What follows belongs to an exercise in optimizing a design on an open flow for small area, a short achievable clock period and few clock cycles per item; a production flow would make more cautious choices. No functional check of the RTL was part of this run. No activity file was given, so power comes from the tool's default toggle rates.

### flow/run.sh
#!/bin/bash
# synth_recipe.tcl (not shown) runs the flow's synth.tcl, then flattens the netlist and writes it again
# the make line also repeats each setting of config.mk as NAME=value (left out here)
make -C /OpenROAD-flow-scripts/flow DESIGN_CONFIG=/design/flow/config.mk WORK_HOME=/design/flow/orfs CLKGATE_MAP_FILE= SYNTH_SCRIPT=/design/flow/synth_recipe.tcl finish
### flow/config.mk
export PLATFORM = sky130hd
export DESIGN_NAME = beep_filter
export DESIGN_NICKNAME = beep_filter
export VERILOG_FILES = /design/flow/design.v
export SDC_FILE = /design/flow/constraint.sdc
export NUM_CORES = 4
export LEC_CHECK = 0
export CAP_MARGIN = 20
export CORE_MARGIN = 2
export CORE_UTILIZATION = 40
export PLACE_DENSITY = 0.6
export SLEW_MARGIN = 20
### flow/constraint.sdc
create_clock -name core_clock -period 15.0 [get_ports {clk}]
set_input_delay 3.0000 -clock core_clock [delete_from_list [all_inputs] [get_ports {clk}]]
set_output_delay 3.0000 -clock core_clock [all_outputs]
set_load 0.01 [all_outputs]
### flow/design.v
module beep_div (
  input  [31:0] r,
  input  [31:0] d,
  output [31:0] r2,
  output [1:0]  q
);
  wire [32:0] s1  = {r, 1'b0};
  wire [33:0] t1  = {1'b0, s1} - {2'b0, d};
  wire        g1  = ~t1[33];
  wire [31:0] r1  = g1 ? t1[31:0] : s1[31:0];
  wire [32:0] s2  = {r1, 1'b0};
  wire [33:0] t2  = {1'b0, s2} - {2'b0, d};
  wire        g2  = ~t2[33];
  assign r2 = g2 ? t2[31:0] : s2[31:0];
  assign q  = {g1, g2};
endmodule
module beep_div1 (
  input  [31:0] r,
  input  [31:0] d,
  output [31:0] r1,
  output        q
);
  wire [32:0] s1 = {r, 1'b0};
  wire [33:0] t1 = {1'b0, s1} - {2'b0, d};
  assign q  = ~t1[33];
  assign r1 = q ? t1[31:0] : s1[31:0];
endmodule
module beep_filter (
  input                    clk,
  input                    rst,
  input                    start,
  input      [31:0]        sample_rate,
  input      [31:0]        cutoff,
  output     [7:0]         tan_addr,
  input      [15:0]        tan_data,
  output                   ready,
  output reg               done,
  output reg               err,
  output reg [7:0]         tidx,
  output reg [15:0]        wc,
  output reg signed [15:0] z1_re,
  output reg signed [15:0] z1_im,
  output reg signed [15:0] z2_re,
  output reg signed [15:0] z2_im,
  output reg signed [15:0] a1,
  output reg signed [15:0] a2,
  output reg signed [15:0] b0,
  output reg signed [15:0] b1,
  output reg signed [15:0] b2,
  output reg [31:0]        sum_a
);
  localparam [3:0] S_IDLE  = 4'd0,
                   S_CLAMP = 4'd1,
                   S_TDIV  = 4'd2,
                   S_WLD   = 4'd3,
                   S_Y1    = 4'd4,
                   S_SQ    = 4'd5,
                   S_LD1   = 4'd6,
                   S_Z1    = 4'd7,
                   S_Z2    = 4'd8,
                   S_PF    = 4'd9,
                   S_FIN   = 4'd10;
  reg [3:0]  state;
  reg        rdy;
  reg [2:0]  cnt;
  reg [31:0] dv;           
  reg [31:0] r0, r1;       
  reg [14:0] q0, q1;       
  reg        q8;           
  reg [7:0]  tq;           
  reg [15:0] w;            
  reg [14:0] y1;
  reg        nz;
  reg [14:0] u;
  reg [29:0] sq;           
  reg [14:0] h0, h1;       
  reg [29:0] pacc;         
  reg [15:0] a1q;
  assign ready    = rdy;
  assign tan_addr = tq;
  wire [31:0] fmax  = dv >> 2;
  wire        c_zero = (r0 == 32'd0);
  wire        c_big  = (r0 > fmax);
  wire [31:0] fc    = (c_zero || c_big) ? fmax : r0;
  wire [31:0] r0n, r1n;
  wire [1:0]  g0, g1;
  beep_div u_d0 (.r(r0), .d(dv), .r2(r0n), .q(g0));
  beep_div u_d1 (.r(r1), .d(dv), .r2(r1n), .q(g1));
  wire [29:0] t     = w[14:0] * 15'd23170;
  wire [15:0] tu    = {u, 1'b0} - 16'd1;                        
  wire [31:0] corr  = nz ? {16'd0, tu} : 32'd0;
  wire [31:0] d2c   = 32'h40000000 + {1'b0, u, 16'd0} + {1'b0, sq, 1'b0};
  wire [31:0] nr2c  = 32'h40000000 - {1'b0, sq, 1'b0};
  wire [31:0] d1c   = d2c - corr;
  wire [31:0] nr1c  = nr2c + corr;
  wire [31:0] ni1c  = {1'b0, y1, 16'd0};
  wire [31:0] ni2c  = {1'b0, u, 16'd0};
  wire [31:0] ldd   = (state == S_LD1) ? d1c  : d2c;
  wire [31:0] ldre  = (state == S_LD1) ? nr1c : nr2c;
  wire [31:0] ldim  = (state == S_LD1) ? ni1c : ni2c;
  wire [31:0] lr0, lr1;
  wire        lg0, lg1;
  beep_div1 u_l0 (.r(ldre), .d(ldd), .r1(lr0), .q(lg0));
  beep_div1 u_l1 (.r(ldim), .d(ldd), .r1(lr1), .q(lg1));
  wire [1:0]  e0    = q0[1:0];
  wire [1:0]  e1    = q1[1:0];
  wire [29:0] pnext = {pacc[27:0], 2'b00}
                    + e0 * h0 + (e0 & {2{h0[0]}})
                    + e1 * h1 + (e1 & {2{h1[0]}});
  wire [16:0] ac    = {2'b0, h0} + h0[0] + {2'b0, q0} + q0[0];
  wire [15:0] a1c   = -{1'b0, ac[16:1]};
  wire [14:0] a2c   = {1'b0, pacc[29:16]};
  wire [17:0] suma  = 18'sd16384 + {{2{a1q[15]}}, a1q} + {3'b0, a2c};
  wire [16:0] sabs  = suma[17] ? 17'd0 : suma[16:0];            
  wire [31:0] bm    = sabs * 15'd13107;
  wire [15:0] b1c   = bm[31:16];
  always @(posedge clk) begin
    if (rst) begin
      state <= S_IDLE;
      rdy   <= 1'b1;
      done  <= 1'b0;
      err   <= 1'b0;
      tq    <= 8'd0;
      tidx  <= 8'd0;
      wc    <= 16'd0;
      z1_re <= 16'sd0;
      z1_im <= 16'sd0;
      z2_re <= 16'sd0;
      z2_im <= 16'sd0;
      a1    <= 16'sd0;
      a2    <= 16'sd0;
      b0    <= 16'sd0;
      b1    <= 16'sd0;
      b2    <= 16'sd0;
      sum_a <= 32'd0;
    end else begin
      done <= 1'b0;
      case (state)
        S_IDLE: begin
          if (start) begin
            if (sample_rate == 32'd0) begin
              done <= 1'b1;
              err  <= 1'b1;
            end else begin
              dv    <= sample_rate;
              r0    <= cutoff;
              rdy   <= 1'b0;
              state <= S_CLAMP;
            end
          end
        end
        S_CLAMP: begin
          r0    <= {fc[29:0], 2'b00};
          q8    <= (dv[1:0] == 2'b00) && (c_zero || r0 >= fmax);
          q0    <= 15'd0;
          cnt   <= 3'd3;
          state <= S_TDIV;
        end
        S_TDIV: begin
          r0  <= r0n;
          q0  <= {q0[12:0], g0};
          cnt <= cnt - 3'd1;
          if (cnt == 3'd0) begin
            tq    <= q8 ? 8'hff : {q0[5:0], g0};
            state <= S_WLD;
          end
        end
        S_WLD: begin
          w     <= tan_data;
          state <= S_Y1;
        end
        S_Y1: begin
          y1    <= t[29:15];
          nz    <= (w[13:0] != 14'd0);
          state <= S_SQ;
        end
        S_SQ: begin
          u     <= y1 + nz;
          sq    <= y1 * y1 + (nz ? {14'd0, y1, 1'b1} : 30'd0);
          state <= S_LD1;
        end
        S_LD1: begin
          dv    <= ldd;
          r0    <= lr0;
          r1    <= lr1;
          q0    <= {14'd0, lg0};
          q1    <= {14'd0, lg1};
          cnt   <= 3'd6;
          state <= S_Z1;
        end
        S_Z1: begin
          r0  <= r0n;
          r1  <= r1n;
          q0  <= {q0[12:0], g0};
          q1  <= {q1[12:0], g1};
          cnt <= cnt - 3'd1;
          if (cnt == 3'd0) begin
            h0    <= {q0[12:0], g0};
            h1    <= {q1[12:0], g1};
            dv    <= ldd;
            r0    <= lr0;
            r1    <= lr1;
            q0    <= {14'd0, lg0};
            q1    <= {14'd0, lg1};
            pacc  <= 30'd0;
            cnt   <= 3'd6;
            state <= S_Z2;
          end
        end
        S_Z2: begin
          r0   <= r0n;
          r1   <= r1n;
          q0   <= {q0[12:0], g0};
          q1   <= {q1[12:0], g1};
          pacc <= pnext;
          cnt  <= cnt - 3'd1;
          if (cnt == 3'd0)
            state <= S_PF;
        end
        S_PF: begin
          pacc  <= pnext;
          a1q   <= a1c;
          state <= S_FIN;
        end
        S_FIN: begin
          tidx  <= tq;
          wc    <= w;
          z1_re <= {1'b0, h0};
          z1_im <= {1'b0, h1};
          z2_re <= {1'b0, q0};
          z2_im <= -{1'b0, q1};
          a1    <= a1q;
          a2    <= {1'b0, a2c};
          b0    <= {1'b0, b1c[15:1]};
          b1    <= b1c;
          b2    <= {1'b0, b1c[15:1]};
          sum_a <= {{14{suma[17]}}, suma};
          err   <= 1'b0;
          done  <= 1'b1;
          rdy   <= 1'b1;
          state <= S_IDLE;
        end
        default: state <= S_IDLE;
      endcase
    end
  end
endmodule
==> impl_metrics.csv <==
group,metric,value,unit
pwr,p_leak,24.2,nW
pwr,ir_drop,0.0866,mV
finish,drive_gt1_frac,0.0423,
synth,synth_seq_cells,443,
critical_path,slowest_delay,0.74,ns
synth,netlist_top_cells_area,"edfxtp_1, ha_1, fa_1",
critical_path,cp-start-kind,"register",
sta,worst_pin_slew,1.09,ns
finish,fillers,12000,
synth,netlist_area,49600,um2
place,dp.cells,7462,
finish,syn2layout_area_growth,12.7,%
synth,synth_top_cell_by_area,"edfxtp_1",
route,drtIter0Drc,3213,
critical_path,worst-r2r-cell-count,36,
synth,synth_fa_ha_area_frac,0.287,
synth,synth_top_family_by_area,"adder cells",
clocking,hold_buffers,0,
global_route,grt_start_max_net_pins,92,
critical_path,worstReg2RegStart,"pacc[16]",
status,status,"complete, no violations",
sta,fin_skew,0.0476,ns
synth,ys_types,104,
floorplanning,die_width,356,um
synth,synth-async-reset-ratio,0,
critical_path,cp_max_fo,23,
synth,ys.flop_type,"edfxtp_1",
sta,setup_viol,0,
critical_path,r2r_setup_slack,4.77,ns
place,gp_congestion,0.922,
place,portBuffers,283,
synth,yosysTopAreaCellShare,0.169,
synth,synthTopCellsByCount,"nand2_1, ha_1, inv_1, a21oi_1, nor2_1",
critical_path,crit_end,"b1[14]",
sta,fin_crit_sh,0.682,
critical_path,critPathKind,"reg -> reg",
route,num_vias,41400,
critical_path,critPathCaptureType,"register",
synth,synth-edff-count,280,
critical_path,cp_data_arrival_time,10.81,ns
clocking,clk_pin_slew_worst_paths,0.06,ns
floorplanning,die_h,356,um
floorplanning,die_area,127000,um2
clocking,postCtsSetupBuffers,0,
floorplanning,rows,129,
floorplanning,start_util,0.402,
global_route,antenna_found_initial,2,
clocking,htree_levels,2,
global_route,grt_usage,0.235,
sta,max_freq,97.7,MHz
clocking,clk_latency,0.67,ns
critical_path,r2r_end,"b1[14]",
sta,slew_headroom,0.270,
synth,synthCells,5708,
sta,rsz0062_at_grt,"no",
critical_path,cp_slowest_cell,"a221oi_1",
route,firstDrtPassIters,8,
clocking,cts_buffers,54,
global_route,overflow,0,
worst_hold_path,hold_class,"reg -> reg",
synth,synth_xor_area_frac,0.0711,
clocking,root_buffer,"clkbuf_16",
sta,drv_slew,0,
pwr,power_density,101,nW/um2
global_route,grt_pass1_wl,234000,um
flow_run,cap_violations,0,
route,ant_nets,0,
clocking,post_cts_resized,0,
synth,synth-simple-area-share,0.166,
floorplanning,ios,294,
finish,nNetsFinal,6917,
synth,synth_mux_area_frac,0.0149,
synth,yosysWarnings,1,
floorplanning,core_area,123000,um2
synth,postSynthAreaPerCell,8.69,um2
route,drc,0,
synth,seq_area_frac_synth,0.235,
synth,synth_compound_area_frac,0.160,
clocking,cts_buffer_depth,3,
sta,fin_tns_setup,0,ns
global_route,grt_pass1_vias,40700,
clocking,tritoncts,"built",
clocking,cts_sinks,443,
sta,hold_violations,0,
route,wl_per_cell,20.1,um
synth,synth.most_common_cell,"nand2_1",
route,vias_per_cell,5.48,
sta,min_period,10.23,ns
place,dp_hpwl,121000,um
route,wl,152000,um
finish,final_cells,7566,
critical_path,cp-startpoint,"pacc[16]",
critical_path,required,15.57,ns
==> stage by stage <==
step / power (mW) / hold WS, ns / worst slack (ns) / instance area [um2] / utilization
after floorplan: 3.57 / 0.424 / 5.55 / 49700 / -
after global routing: 6.04 / 0.468 / 3.94 / 55900 / 0.453
final: 5.63 / 0.451 / 4.77 / 55900 / 0.453
after global placement: 4.23 / 0.443 / 4.77 / 54000 / 0.438
after CTS: 5.63 / 0.452 / 4.65 / 55900 / 0.453
after detailed placement: 4.26 / 0.445 / 4.69 / 54000 / 0.438
==> per-layer routing <==
metal  track usage  vias up  wire length, um
li1              -    20100                -
met1         0.314    20100            67200
met2         0.396     1089            71800
met3        0.0245      218             7770
met4        0.0792        4             5390
met5             0        -               28
==> power by group <==
part,internal (mW),switching [mW],total [mW]
clock network,0.775,0.575,1.35
logic,1.15,1.66,2.81
registers,1.41,0.0587,1.47
total,3.34,2.30,5.63
==> area by class of cell <==
type | instances | area, um2 | area share
flip-flops and latches | 443 | 11700 | 0.209
diodes | 1 | 2.50 | 0.0000447
clock inverters | 18 | 160 | 0.00286
clock buffers | 83 | 1680 | 0.0300
well taps | 1637 | 2050 | 0.0366
repair buffers | 345 | 3320 | 0.0593
multi-input cells | 4469 | 34900 | 0.624
inverters | 570 | 2140 | 0.0383
==> critical path: cells and delay by family, from the launching register on <==
family	cells	cell delay (ns)
buffers and inverters	3	0.36
flip-flops	1	0.56
adder cells (fa/ha/maj)	8	3.43
XOR/XNOR	1	0.19
AO/OA/AOI/OAI	17	4.29
AND/OR/NAND/NOR	7	1.29
==> sequential cells by signal, indices dropped and copies added, names as in the netlist, 18 cells and up <==
signal / flops
dv: 32
sum_a: 18
pacc: 29
r1: 32
r0: 32
sq: 28
==> layout by cell type (no fill, tap or decap), types with 19 or more instances in the layout <==
| cell type | Yosys | final |
|---|---|---|
| o21ai_1 | 29 | 29 |
| and2_1 | 129 | 128 |
| nand4_1 | 35 | 35 |
| buf_4 | 53 | 60 |
| a31oi_1 | 42 | 41 |
| o21bai_1 | 32 | 32 |
| a21o_1 | 126 | 126 |
| and3_1 | 47 | 47 |
| o21ai_0 | 232 | 232 |
| mux2_2 | 23 | 23 |
| xnor2_1 | 253 | 253 |
| nor4_1 | 42 | 39 |
| nor2_1 | 379 | 375 |
| a211oi_1 | 46 | 45 |
| dfxtp_1 | 163 | 163 |
| ha_1 | 644 | 644 |
| nor2b_1 | 48 | 47 |
| xor2_1 | 146 | 146 |
| o21a_1 | 59 | 59 |
| a21oi_1 | 461 | 457 |
| clkbuf_16 | 0 | 58 |
| fa_1 | 307 | 307 |
| nand3_1 | 83 | 81 |
| mux2i_1 | 32 | 32 |
| o22ai_1 | 19 | 19 |
| nand2b_1 | 67 | 67 |
| inv_1 | 566 | 566 |
| nand2_1 | 704 | 702 |
| edfxtp_1 | 280 | 280 |
| or3_1 | 47 | 47 |
| clkdlybuf4s50_1 | 0 | 282 |
| nor3_1 | 117 | 115 |
| o31ai_1 | 24 | 24 |
| o211ai_1 | 23 | 23 |
==> how the worst min path moves through the flow <==
stage	start	endpoint	slack, ns	cells after the start
4_1_cts	z2_im[13]	z2_im[13]	0.45	2
3_3_place_gp	wc[15]	wc[15]	0.44	2
3_5_place_dp	b1[0]	b1[0]	0.44	2
2_1_floorplan	q1[0]	h1[2]	0.42	0
6_report	z2_im[13]	z2_im[13]	0.45	2
5_1_grt	a2[11]	a2[11]	0.47	2
==> cells by family (layout without fill, tap and decap cells) <==
kind of cell	count (synthesis)	in the layout
and+or+nand+nor	1770	1770
AOI/OAI and AO/OA	1267	1267
adders and majority gates	953	953
buffers and inverters	806	1016
DFF	443	443
xor gates and xnor gates	401	401
muxes	67	67
other	1	12

## separate check: timing with driven ports
The results above use ideal ports. As a check the final layout listed here was re-extracted and re-timed, cells and wires unchanged. Step 1 (the two cells are an assumption about what drives the block):
set clk [get_ports {clk}]
set_driving_cell -lib_cell sky130_fd_sc_hd__clkbuf_16 $clk
set_driving_cell -lib_cell sky130_fd_sc_hd__buf_2 [delete_from_list [all_inputs] $clk]
Step 2 moves the port delays by t, midway between the first and last clock arrival at a register: inputs arrive t later, outputs are due t later. That takes back most of the time a late clock gives input paths. a / b / c = no drivers / after step 1 / after step 2; a / b = the first two.
t (ns): 0.703
setup slack, ns: 4.766 / 4.766 / 4.766
worst hold slack (ns): 0.451 / 0.451 / 0.451
clock arrival spread, ns: 0.048 / 0.047
cell pins on the clock port's net: 1
After both steps this run still meets setup and hold. The setup slack of this run moves by 0.000 ns with the drivers and by 0.000 ns with both steps.
